This is an optimization exercise on Yosys and OpenROAD, whose aim is small area, not a production implementation.
The RTL was checked by simulation tests, not by an equivalence proof against the original design.
Power and IR drop assume default switching activity.

==> flow/design.v <==
module lnav_deframer (
    input  wire         clk,
    input  wire         rst,             
    input  wire [7:0]   in_data,
    input  wire         in_valid,
    output wire         in_ready,
    output wire [719:0] out_record,
    output wire         out_valid,
    input  wire         out_ready,
    input  wire [3:0]   status_index,
    output wire         status_bit
);
    localparam [7:0] ESC   = 8'h10;
    localparam [7:0] START = 8'h02;
    localparam [7:0] END   = 8'h03;
    localparam [6:0] FRAME_LEN = 7'd93;   
    localparam [6:0] SHIFT_LEN = 7'd92;   
    localparam [1:0] S_IDLE       = 2'd0;
    localparam [1:0] S_ESC_SEEN   = 2'd1;
    localparam [1:0] S_IN_FRAME   = 2'd2;
    localparam [1:0] S_IN_FRAME_E = 2'd3;
    reg [1:0]   state;
    reg [6:0]   buf_len;
    reg [7:0]   buf_xor;                  
    reg         id_ok;                    
    reg         out_pending;
    reg [719:0] rec;                      
    wire step = in_valid && !out_pending;
    wire is_esc   = (in_data == ESC);
    wire is_start = (in_data == START);
    wire is_end   = (in_data == END);
    reg       do_append;
    reg       do_clear;
    reg       do_dispatch;
    reg [1:0] next_state;
    always @(*) begin
        do_append   = 1'b0;
        do_clear    = 1'b0;
        do_dispatch = 1'b0;
        next_state  = state;
        case (state)
            S_IDLE: begin
                if (is_esc) next_state = S_ESC_SEEN;
            end
            S_ESC_SEEN: begin
                do_clear   = 1'b1;
                next_state = is_start ? S_IN_FRAME : S_IDLE;
            end
            S_IN_FRAME: begin
                if (is_esc) next_state = S_IN_FRAME_E;
                else        do_append  = 1'b1;
            end
            default: begin  
                if (is_esc) begin
                    do_append   = 1'b1;
                    next_state  = S_IN_FRAME;
                end else if (is_start) begin
                    do_clear    = 1'b1;
                    next_state  = S_IN_FRAME;
                end else begin
                    do_dispatch = is_end;
                    do_clear    = 1'b1;
                    next_state  = S_IDLE;
                end
            end
        endcase
    end
    wire frame_ok = (buf_xor == 8'h00) && (buf_len == FRAME_LEN) && id_ok;
    always @(posedge clk) begin
        if (rst) begin
            state   <= S_IDLE;
            buf_len <= 7'd0;
            buf_xor <= 8'h00;
        end else if (step) begin
            state <= next_state;
            if (do_clear) begin
                buf_len <= 7'd0;
                buf_xor <= 8'h00;
            end else if (do_append) begin
                if (buf_len != 7'd127) buf_len <= buf_len + 7'd1;
                buf_xor <= buf_xor ^ in_data;
            end
        end
    end
    always @(posedge clk) begin
        if (step && do_append) begin
            if (buf_len == 7'd0)
                id_ok <= (in_data[1:0] == 2'b00);
            else if (buf_len == 7'd1)
                id_ok <= id_ok && (in_data == 8'hE0);
        end
    end
    always @(posedge clk) begin
        if (step && do_append && buf_len < SHIFT_LEN)
            rec <= {in_data, rec[719:8]};
    end
    always @(posedge clk) begin
        if (rst) begin
            out_pending <= 1'b0;
        end else if (step && do_dispatch && frame_ok) begin
            out_pending <= 1'b1;
        end else if (out_pending && out_ready) begin
            out_pending <= 1'b0;
        end
    end
    assign in_ready   = !out_pending;
    assign out_valid  = out_pending;
    assign out_record = rec;
    assign status_bit = rec[704 + status_index];
endmodule
make LEC_CHECK=0 CAP_MARGIN=20 CORE_MARGIN=2 CORE_UTILIZATION=40 SLEW_MARGIN=20 finish   # period 8.0 ns
run.sh (not shown) runs the stock make flow with config.mk's settings and CLKGATE_MAP_FILE= SYNTH_SCRIPT=/design/flow/synth_recipe.tcl, a recipe that flattens the netlist after the stock synthesis.
The baseline went through all stages and came out clean.
Change:
--- a/flow/design.v
+++ b/flow/design.v
@@ -12,11 +12,10 @@
 );
     localparam [7:0] ESC   = 8'h10;
     localparam [7:0] START = 8'h02;
     localparam [7:0] END   = 8'h03;
     localparam [6:0] FRAME_LEN = 7'd93;   
-    localparam [6:0] SHIFT_LEN = 7'd92;   
     localparam [1:0] S_IDLE       = 2'd0;
     localparam [1:0] S_ESC_SEEN   = 2'd1;
     localparam [1:0] S_IN_FRAME   = 2'd2;
     localparam [1:0] S_IN_FRAME_E = 2'd3;
     reg [1:0]   state;
@@ -88,13 +87,15 @@
                 id_ok <= (in_data[1:0] == 2'b00);
             else if (buf_len == 7'd1)
                 id_ok <= id_ok && (in_data == 8'hE0);
         end
     end
+    integer p;
     always @(posedge clk) begin
-        if (step && do_append && buf_len < SHIFT_LEN)
-            rec <= {in_data, rec[719:8]};
+        if (step && do_append)
+            for (p = 2; p < 92; p = p + 1)
+                if (buf_len == p) rec[8*(p-2) +: 8] <= in_data;
     end
     always @(posedge clk) begin
         if (rst) begin
             out_pending <= 1'b0;
         end else if (step && do_dispatch && frame_ok) begin
- design area increases by 1.2%
- non-clock buffer count increases by 8
- power increases by 3.2%
- worst setup slack gets better by 66 ps
- first-iteration DRC count increases by 16%
- sequential share of layout area decreases by 0.74 points

[afterwards: timing with drivers on the ports]
Ports are ideal in the flow. The routed layouts listed here were re-timed in OpenROAD. Step 1 sets driving cells, clkbuf_16 on the clock port and buf_2 on the other inputs (assumed; they add their load-dependent delay and slew). Step 2, shift: input delay + t, output delay - t, t = (earliest + latest rising clock arrival at the registers) / 2. This alone moves slack from input paths to output paths. a / b / c = ideal / step 1 / step 2; a / b = the first two.
| run | t, ns | slack for setup (ns) | worst register clock-pin slew, ns | worst slew at a driven data input, ns | cell pins on the clock port's net |
|---|---|---|---|---|---|
| the first run | 0.647 | 2.600 / 2.517 / 2.517 | 0.06 / 0.06 | 0.09 | 1 |
| the second run | 0.661 | 2.665 / 2.605 / 2.553 | 0.07 / 0.07 | 0.09 | 1 |
After both steps every run listed still meets setup and hold. For the second run, which loses most, drivers alone change the setup slack by -0.060 ns; drivers and shift together by -0.112 ns.
